Context: an optimization exercise on an open-source flow, tuned for small area, a short achievable clock period and few clock cycles per item. The choices shown serve that exercise and are no tape-out recipe. The RTL was checked by simulation tests, not by an equivalence proof against the original design.

==> design/flow/design.v <==
module m31_mul (
    input  wire [30:0] a,
    input  wire [30:0] b,
    output wire [30:0] y
);
    wire [61:0] prod  = a * b;
    wire [31:0] fold1 = {1'b0, prod[30:0]} + {1'b0, prod[61:31]};
    wire [30:0] fold2 = fold1[30:0] + {30'd0, fold1[31]};
    assign y = (fold2 == 31'h7fffffff) ? 31'd0 : fold2;
endmodule
module m31_add (
    input  wire [30:0] a,
    input  wire [30:0] b,
    output wire [30:0] y
);
    wire [31:0] sum   = {1'b0, a} + {1'b0, b};
    wire [30:0] fold  = sum[30:0] + {30'd0, sum[31]};
    assign y = (fold == 31'h7fffffff) ? 31'd0 : fold;
endmodule
module rpe_rom (
    input  wire [3:0]  mds_idx,
    output reg  [30:0] mds_val,
    input  wire [6:0]  rc_idx,
    output reg  [30:0] rc_val
);
    always @(*) begin
        case (mds_idx)
            4'd0: mds_val = 31'h00000157;
            4'd1: mds_val = 31'h7ffffe70;
            4'd2: mds_val = 31'h00000039;
            4'd3: mds_val = 31'h00004c5f;
            4'd4: mds_val = 31'h7fffa87f;
            4'd5: mds_val = 31'h00000b22;
            4'd6: mds_val = 31'h000eea8e;
            4'd7: mds_val = 31'h7feef260;
            4'd8: mds_val = 31'h00022312;
            default: mds_val = 31'h0;
        endcase
    end
    always @(*) begin
        case (rc_idx)
            7'd0: rc_val = 31'h49a3fae5;
            7'd1: rc_val = 31'h414197d8;
            7'd2: rc_val = 31'h7064b410;
            7'd3: rc_val = 31'h1364d603;
            7'd4: rc_val = 31'h3f0fc31c;
            7'd5: rc_val = 31'h3178745f;
            7'd6: rc_val = 31'h398b9ddd;
            7'd7: rc_val = 31'h4bba371c;
            7'd8: rc_val = 31'h04b5c0a0;
            7'd9: rc_val = 31'h5780f473;
            7'd10: rc_val = 31'h3f768c93;
            7'd11: rc_val = 31'h2130214b;
            7'd12: rc_val = 31'h72f1683f;
            7'd13: rc_val = 31'h63c6b702;
            7'd14: rc_val = 31'h1d90359b;
            7'd15: rc_val = 31'h45abf783;
            7'd16: rc_val = 31'h141a2ea9;
            7'd17: rc_val = 31'h58368e8e;
            7'd18: rc_val = 31'h1f3e72a1;
            7'd19: rc_val = 31'h5dcd4b4e;
            7'd20: rc_val = 31'h7dd2e6d3;
            7'd21: rc_val = 31'h293c53cb;
            7'd22: rc_val = 31'h0fe21d20;
            7'd23: rc_val = 31'h20a63c2b;
            7'd24: rc_val = 31'h167375b8;
            7'd25: rc_val = 31'h7946bc58;
            7'd26: rc_val = 31'h345f7420;
            7'd27: rc_val = 31'h1721e3a8;
            7'd28: rc_val = 31'h6a2245ef;
            7'd29: rc_val = 31'h192ebdc8;
            7'd30: rc_val = 31'h39481a45;
            7'd31: rc_val = 31'h32c78a71;
            7'd32: rc_val = 31'h7d9b2968;
            7'd33: rc_val = 31'h431f26ff;
            7'd34: rc_val = 31'h156ae72e;
            7'd35: rc_val = 31'h1897acf9;
            7'd36: rc_val = 31'h27307302;
            7'd37: rc_val = 31'h3a7446e8;
            7'd38: rc_val = 31'h60d7a3b6;
            7'd39: rc_val = 31'h3e01eaed;
            7'd40: rc_val = 31'h49a487d7;
            7'd41: rc_val = 31'h0fbe29e2;
            7'd42: rc_val = 31'h137328ea;
            7'd43: rc_val = 31'h17400d27;
            7'd44: rc_val = 31'h2a339623;
            7'd45: rc_val = 31'h46292561;
            7'd46: rc_val = 31'h6edbc761;
            7'd47: rc_val = 31'h4b7d0ae4;
            7'd48: rc_val = 31'h1feb908d;
            7'd49: rc_val = 31'h5632e496;
            7'd50: rc_val = 31'h7a01177b;
            7'd51: rc_val = 31'h7cb2a04f;
            7'd52: rc_val = 31'h18a497c2;
            7'd53: rc_val = 31'h1d42f1ec;
            7'd54: rc_val = 31'h1af1720a;
            7'd55: rc_val = 31'h12c70f58;
            7'd56: rc_val = 31'h784a6d50;
            7'd57: rc_val = 31'h1909a279;
            7'd58: rc_val = 31'h453ab4c5;
            7'd59: rc_val = 31'h0453e4b5;
            7'd60: rc_val = 31'h047278b2;
            7'd61: rc_val = 31'h4231062d;
            7'd62: rc_val = 31'h5263e388;
            7'd63: rc_val = 31'h76652ef2;
            7'd64: rc_val = 31'h4ca916e5;
            7'd65: rc_val = 31'h16984f9a;
            7'd66: rc_val = 31'h76290d96;
            7'd67: rc_val = 31'h61e22f74;
            7'd68: rc_val = 31'h48444c8b;
            7'd69: rc_val = 31'h12eae542;
            7'd70: rc_val = 31'h460d17af;
            7'd71: rc_val = 31'h61b17d48;
            7'd72: rc_val = 31'h261e5d8c;
            7'd73: rc_val = 31'h36d897a6;
            7'd74: rc_val = 31'h10980883;
            7'd75: rc_val = 31'h2749c3f6;
            7'd76: rc_val = 31'h466c023d;
            7'd77: rc_val = 31'h0bae8424;
            7'd78: rc_val = 31'h2b6dda5b;
            7'd79: rc_val = 31'h48649b43;
            7'd80: rc_val = 31'h2994f854;
            7'd81: rc_val = 31'h494dcf9d;
            7'd82: rc_val = 31'h0b759001;
            7'd83: rc_val = 31'h41d6ecc6;
            default: rc_val = 31'h0;
        endcase
    end
endmodule
module rpe_m31 (
    input  wire        clk,
    input  wire        rst,
    input  wire        in_valid,
    output wire        in_ready,
    input  wire [30:0] in_x0,
    input  wire [30:0] in_x1,
    input  wire [30:0] in_x2,
    output wire        out_valid,
    input  wire        out_ready,
    output wire [30:0] out_x0,
    output wire [30:0] out_x1,
    output wire [30:0] out_x2
);
    localparam [30:0] ALPHA     = 31'd5;
    localparam [30:0] ALPHA_INV = 31'h66666665;
    localparam [4:0]  ALPHA_TOP = 5'd2;     
    localparam [4:0]  AINV_TOP  = 5'd30;    
    localparam [3:0]  LAST_ROUND = 4'd13;
    localparam [1:0] S_IDLE = 2'd0,
                     S_SBOX = 2'd1,
                     S_MDS  = 2'd2,
                     S_DONE = 2'd3;
    reg  [1:0]  state;
    reg  [3:0]  round;
    reg         half;        
    reg  [30:0] x [0:2];     
    reg  [30:0] y0, y1;      
    reg  [30:0] acc;         
    reg  [1:0]  elem;        
    reg  [1:0]  col;         
    reg  [4:0]  bitpos;      
    reg         mulstep;     
    wire [30:0] exponent = half ? ALPHA_INV : ALPHA;
    wire [4:0]  exp_top  = half ? AINV_TOP : ALPHA_TOP;
    wire [30:0] mds_val;
    wire [30:0] rc_val;
    wire [3:0]  mds_idx = elem * 4'd3 + {2'b00, col};
    wire [6:0]  rc_idx  = round * 7'd6 + (half ? 7'd3 : 7'd0) + {5'd0, elem};
    rpe_rom u_rom (
        .mds_idx (mds_idx),
        .mds_val (mds_val),
        .rc_idx  (rc_idx),
        .rc_val  (rc_val)
    );
    reg  [30:0] mul_a, mul_b;
    wire [30:0] mul_y;
    wire [30:0] sum_y;
    always @(*) begin
        if (state == S_MDS) begin
            mul_a = mds_val;
            mul_b = x[col];
        end else begin
            mul_a = acc;
            mul_b = mulstep ? x[elem] : acc;
        end
    end
    m31_mul u_mul (.a(mul_a), .b(mul_b), .y(mul_y));
    m31_add u_add (.a((col == 2'd0) ? rc_val : acc), .b(mul_y), .y(sum_y));
    assign in_ready  = (state == S_IDLE);
    assign out_valid = (state == S_DONE);
    assign out_x0    = x[0];
    assign out_x1    = x[1];
    assign out_x2    = x[2];
    always @(posedge clk) begin
        if (rst) begin
            state   <= S_IDLE;
            round   <= 4'd0;
            half    <= 1'b0;
            elem    <= 2'd0;
            col     <= 2'd0;
            bitpos  <= 5'd0;
            mulstep <= 1'b0;
        end else begin
            case (state)
            S_IDLE: begin
                if (in_valid) begin
                    x[0]    <= in_x0;
                    x[1]    <= in_x1;
                    x[2]    <= in_x2;
                    acc     <= in_x0;
                    round   <= 4'd0;
                    half    <= 1'b0;
                    elem    <= 2'd0;
                    col     <= 2'd0;
                    bitpos  <= ALPHA_TOP - 5'd1;
                    mulstep <= 1'b0;
                    state   <= S_SBOX;
                end
            end
            S_SBOX: begin
                acc <= mul_y;
                if (mulstep == 1'b0 && exponent[bitpos]) begin
                    mulstep <= 1'b1;
                end else begin
                    mulstep <= 1'b0;
                    if (bitpos != 5'd0) begin
                        bitpos <= bitpos - 5'd1;
                    end else begin
                        x[elem] <= mul_y;
                        bitpos  <= exp_top - 5'd1;
                        if (elem != 2'd2) begin
                            elem <= elem + 2'd1;
                            acc  <= x[elem + 2'd1];
                        end else begin
                            elem  <= 2'd0;
                            col   <= 2'd0;
                            state <= S_MDS;
                        end
                    end
                end
            end
            S_MDS: begin
                acc <= sum_y;
                if (col != 2'd2) begin
                    col <= col + 2'd1;
                end else begin
                    col <= 2'd0;
                    if (elem == 2'd0) begin
                        y0   <= sum_y;
                        elem <= 2'd1;
                    end else if (elem == 2'd1) begin
                        y1   <= sum_y;
                        elem <= 2'd2;
                    end else begin
                        x[0] <= y0;
                        x[1] <= y1;
                        x[2] <= sum_y;
                        acc  <= y0;
                        elem <= 2'd0;
                        if (half == 1'b0) begin
                            half   <= 1'b1;
                            bitpos <= AINV_TOP - 5'd1;
                            state  <= S_SBOX;
                        end else if (round != LAST_ROUND) begin
                            half   <= 1'b0;
                            round  <= round + 4'd1;
                            bitpos <= ALPHA_TOP - 5'd1;
                            state  <= S_SBOX;
                        end else begin
                            half  <= 1'b0;
                            state <= S_DONE;
                        end
                    end
                end
            end
            S_DONE: begin
                if (out_ready)
                    state <= S_IDLE;
            end
            endcase
        end
    end
endmodule
==> design/flow/run.sh <==
#!/bin/bash
# synth_recipe.tcl (not shown) runs the flow's synth.tcl, then flattens the netlist and writes it again
# the make line also repeats each setting of config.mk as NAME=value (left out here)
make -C /OpenROAD-flow-scripts/flow DESIGN_CONFIG=/design/flow/config.mk WORK_HOME=/design/flow/orfs CLKGATE_MAP_FILE= SYNTH_SCRIPT=/design/flow/synth_recipe.tcl finish
==> design/flow/config.mk <==
export PLATFORM = sky130hd
export DESIGN_NAME = rpe_m31
export DESIGN_NICKNAME = rpe_m31
export VERILOG_FILES = /design/flow/design.v
export SDC_FILE = /design/flow/constraint.sdc
export NUM_CORES = 4
export LEC_CHECK = 0
export CAP_MARGIN = 20
export CORE_MARGIN = 2
export CORE_UTILIZATION = 40
export PLACE_DENSITY = 0.6
export SLEW_MARGIN = 20
==> design/flow/constraint.sdc <==
create_clock -name core_clock -period 25.0 [get_ports {clk}]
set_input_delay 5.0000 -clock core_clock [delete_from_list [all_inputs] [get_ports {clk}]]
set_output_delay 5.0000 -clock core_clock [all_outputs]
set_load 0.01 [all_outputs]
==> flow_metrics.env <==
export IMPL_grt_overflow=0
export IMPL_rr_startpoint="elem[0]$_SDFFE_PP0P_"
export IMPL_synth_async_reset_ratio=0
export IMPL_nNetsFinal=7802
export IMPL_ios=192
export IMPL_rows=136
export IMPL_insertion_delay_ns=0.58
export IMPL_max_stage_delay_ns=0.59
export IMPL_finalSetupViolCount=0
export IMPL_synth_flop_cell="edfxtp_1"
export IMPL_worst_setup_path_type="reg -> reg"
export IMPL_drv_cap=0
export IMPL_dieHeight_um=375
export IMPL_drive_above_1_share=0.0856
export IMPL_drt_iter0_markers=5930
export IMPL_syn_area_per_cell_um2=8.58
export IMPL_finClkSkew_ns=0.0190
export IMPL_routedWlPerCell_um=28.2
export IMPL_drv_slew=0
export IMPL_grt_pass1_wl_um=342000
export IMPL_worstPathArrival_ns=24.23
export IMPL_htreeDepth=1
export IMPL_crit_start="elem[0]$_SDFFE_PP0P_"
export IMPL_min_period_ns=23.90
export IMPL_synth_area_mm2=0.0552
export IMPL_design_die_area_mm2=0.141
export IMPL_relSlewSlack=0.171
export IMPL_cts_sinks=238
export IMPL_outcome="complete, no violations"
export IMPL_core_area_mm2=0.137
export IMPL_crit_required_ns=25.33
export IMPL_path_common_cell="fa_1"
export IMPL_netlist_instances=6426
export IMPL_period_share=0.956
export IMPL_synth_edff_count=217
export IMPL_clockBufferDepth=3
export IMPL_r2r_slack_ns=1.10
export IMPL_cp_max_fo=24
export IMPL_grt_max_degree=86
export IMPL_hold_slack_ns=0.485
export IMPL_cts_buffers=25
export IMPL_cts_hold_buffers=0
export IMPL_die_x_um=375
export IMPL_worst_pin_slew_ns=1.24
export IMPL_syn_num_nets=7717
export IMPL_ys_ff_latch=238
export IMPL_grt_pass1_vias=50800
export IMPL_fillers=13600
export IMPL_dp_hpwl_um=186000
export IMPL_firstDrtPassIters=6
export IMPL_ys_types=110
export IMPL_grt_antenna_before_repair=12
export IMPL_viasPerCell=6.07
export IMPL_hold_violations=0
export IMPL_cp_start_kind="flop"
export IMPL_min_path_type="reg -> reg"
export IMPL_cts_tree="built"
export IMPL_area_delta_synth_final_pct=10.8
export IMPL_yosys_warnings=2
export IMPL_drc_errors=0
export IMPL_clk_pin_slew_worst_paths_ns=0.07
export IMPL_ant_nets=0
export IMPL_port_buffers=191
export IMPL_initial_utilization=0.402
export IMPL_clockRootBuffer="clkbuf_16"
export IMPL_globalplace_congestion=1.02
export IMPL_detailroute_via_count=50500
export IMPL_track_usage=0.328
export IMPL_cp_endpoint="acc[7]$_DFFE_PP_"
export IMPL_rsz0062_at_grt="false"
export IMPL_wl_um=235000
export IMPL_rr_endpoint="acc[7]$_DFFE_PP_"
export IMPL_tns_ns=0
export IMPL_cpMaxStageDelayCell="fa_2"
export IMPL_crit_path_end_kind="flop"
export IMPL_fmax_ghz=0.0418
export IMPL_worstHoldStart="bitpos[1]$_SDFFE_PP0P_"
export IMPL_synth_seq_area_share=0.126
export IMPL_r2r_cells=110
## cells by family (layout without fill, tap and decap cells)
logic type	Yosys count	count (layout)	synth area share
DFF	238	238	0.126
other	0	1	0
adders and majority gates	1204	1204	0.387
and+or+nand+nor	2226	2226	0.176
muxes	199	199	0.0585
xor gates and xnor gates	180	180	0.0290
buffers and inverters	1270	1373	0.0877
AOI/OAI and AO/OA	1109	1109	0.135
## repair_timing
action                                  4_1_cts  5_1_grt
setup buffers                                 0       15
endpoints found under the setup margin        0      124
endpoints found under the hold margin         0        0
resized for setup                             0       75
## worst max-delay path: cells and delay by family, from the launching register on
| family | cells | cell delay [ns] |
|---|---|---|
| mux | 1 | 0.19 |
| fa+ha+maj | 20 | 7.76 |
| simple gates | 36 | 6.41 |
| buf+inv | 15 | 1.83 |
| xor+xnor | 3 | 0.52 |
| compound gates | 35 | 6.53 |
| flops | 1 | 0.35 |
## flip-flops by register name, indices dropped and copies added, names as in the netlist, named ones only
| name | flops |
|---|---|
| x | 124 |
| acc | 31 |
| y0 | 31 |
| y1 | 31 |
| bitpos | 5 |
| round | 4 |
| col | 2 |
| elem | 2 |
| state | 2 |
| half | 1 |
| mulstep | 1 |
## metrics by stage
step | utilization | worst slack (ns) | cell area (µm²) | cells
6_report | 0.446 | 1.10 | 61100 | 8324
3_5_place_dp | 0.437 | 0.333 | 59900 | 8260
5_1_grt | 0.446 | 0.0101 | 61100 | 8323
2_1_floorplan | - | 0.931 | 55200 | 6426
4_1_cts | 0.443 | 0.143 | 60700 | 8305
3_3_place_gp | 0.437 | 0.585 | 59900 | 8260
## Yosys cell counts, types with 64 or more instances
cell type / count / area, µm²
xnor2_1: 124 / 1090
o21ai_0: 177 / 886
nand3_1: 106 / 531
edfxtp_1: 217 / 6520
mux2i_1: 93 / 931
nand2_1: 872 / 3270
a31oi_1: 77 / 482
nor2_1: 781 / 2930
a21oi_1: 281 / 1410
nor3_1: 114 / 571
mux4_2: 98 / 2210
fa_1: 844 / 16900
o21a_1: 64 / 480
ha_1: 350 / 4380
inv_1: 869 / 3260
clkbuf_1: 328 / 1230
## placed cells by master (no fill, tap or decap), types with 25 or more instances in the layout
| cell | instances |
|---|---|
| nor2_1 | 775 |
| a221o_1 | 30 |
| and2_1 | 46 |
| mux2i_1 | 91 |
| nand4_1 | 40 |
| buf_4 | 247 |
| inv_1 | 868 |
| ha_1 | 346 |
| nor4_1 | 25 |
| a21o_1 | 51 |
| o211ai_1 | 47 |
| nand2b_1 | 48 |
| a31oi_1 | 75 |
| o311ai_0 | 25 |
| xnor2_1 | 123 |
| a211oi_1 | 25 |
| fa_1 | 842 |
| a21oi_1 | 267 |
| nand3_1 | 106 |
| mux4_2 | 98 |
| edfxtp_1 | 217 |
| nor3_1 | 112 |
| o22a_1 | 30 |
| o21ai_1 | 35 |
| o21ai_0 | 158 |
| nor2b_1 | 32 |
| o21a_1 | 58 |
| clkdlybuf4s50_1 | 191 |
| xor2_1 | 51 |
| and3_1 | 27 |
| nand2_1 | 867 |
| clkbuf_16 | 27 |
| or3_1 | 35 |
| o31ai_1 | 26 |
## worst min-delay path by stage
stage,to,slack (ns),depth (start not counted)
finish,bitpos[1]$_SDFFE_PP0P_,0.48,2
global route,bitpos[1]$_SDFFE_PP0P_,0.49,2
CTS,bitpos[1]$_SDFFE_PP0P_,0.48,2
detailed placement,bitpos[1]$_SDFFE_PP0P_,0.47,2
global placement,bitpos[1]$_SDFFE_PP0P_,0.46,2
floorplan,bitpos[1]$_SDFFE_PP0P_,0.45,2
## routing by layer
metal  vias to the layer above  part of all wire  GRT usage
met1                     25500              0.38      0.425
met5                         -           0.00060          0
li1                      21500                 -          -
met2                      2917              0.45      0.516
met3                       585              0.11     0.0775
met4                        22             0.060      0.160
## area by class of cell
cell class | instances | area [µm²] | share of cell area
Multi-Input combinational cell | 4918 | 43900 | 0.718
Sequential cell | 238 | 6940 | 0.114
Timing Repair Buffer | 454 | 4030 | 0.0659
Inverter | 874 | 3280 | 0.0537
Tap cell | 1794 | 2240 | 0.0367
Clock buffer | 31 | 648 | 0.0106
Clock inverter | 14 | 101 | 0.00166
Antenna cell | 1 | 2.50 | 0.0000409
Testbench counts, summed over its fixed seeds: cycles 145,280, items 64.

-- re-timing with driven ports --
Ports are ideal in the flow. The routed layout listed here was re-timed in OpenROAD. Step 1 (the two cells are an assumption about what drives the block):
set clk [get_ports {clk}]
set_driving_cell -lib_cell sky130_fd_sc_hd__clkbuf_16 $clk
set_driving_cell -lib_cell sky130_fd_sc_hd__buf_2 [delete_from_list [all_inputs] $clk]
Step 2 times the ports against the registers' clock, not the clock port: input delays grow and output delays shrink by t, the midpoint of the rising clock arrivals with the driver on. a / b / c = ideal / step 1 / step 2; a / b = the first two.
t, ns: 0.629
setup slack, ns: 1.105 / 1.105 / 1.105
hold slack, ns: 0.485 / 0.485 / 0.485
After both steps setup and hold are still met in this run. The setup slack of this run moves by 0.000 ns with the drivers and by 0.000 ns with both steps.
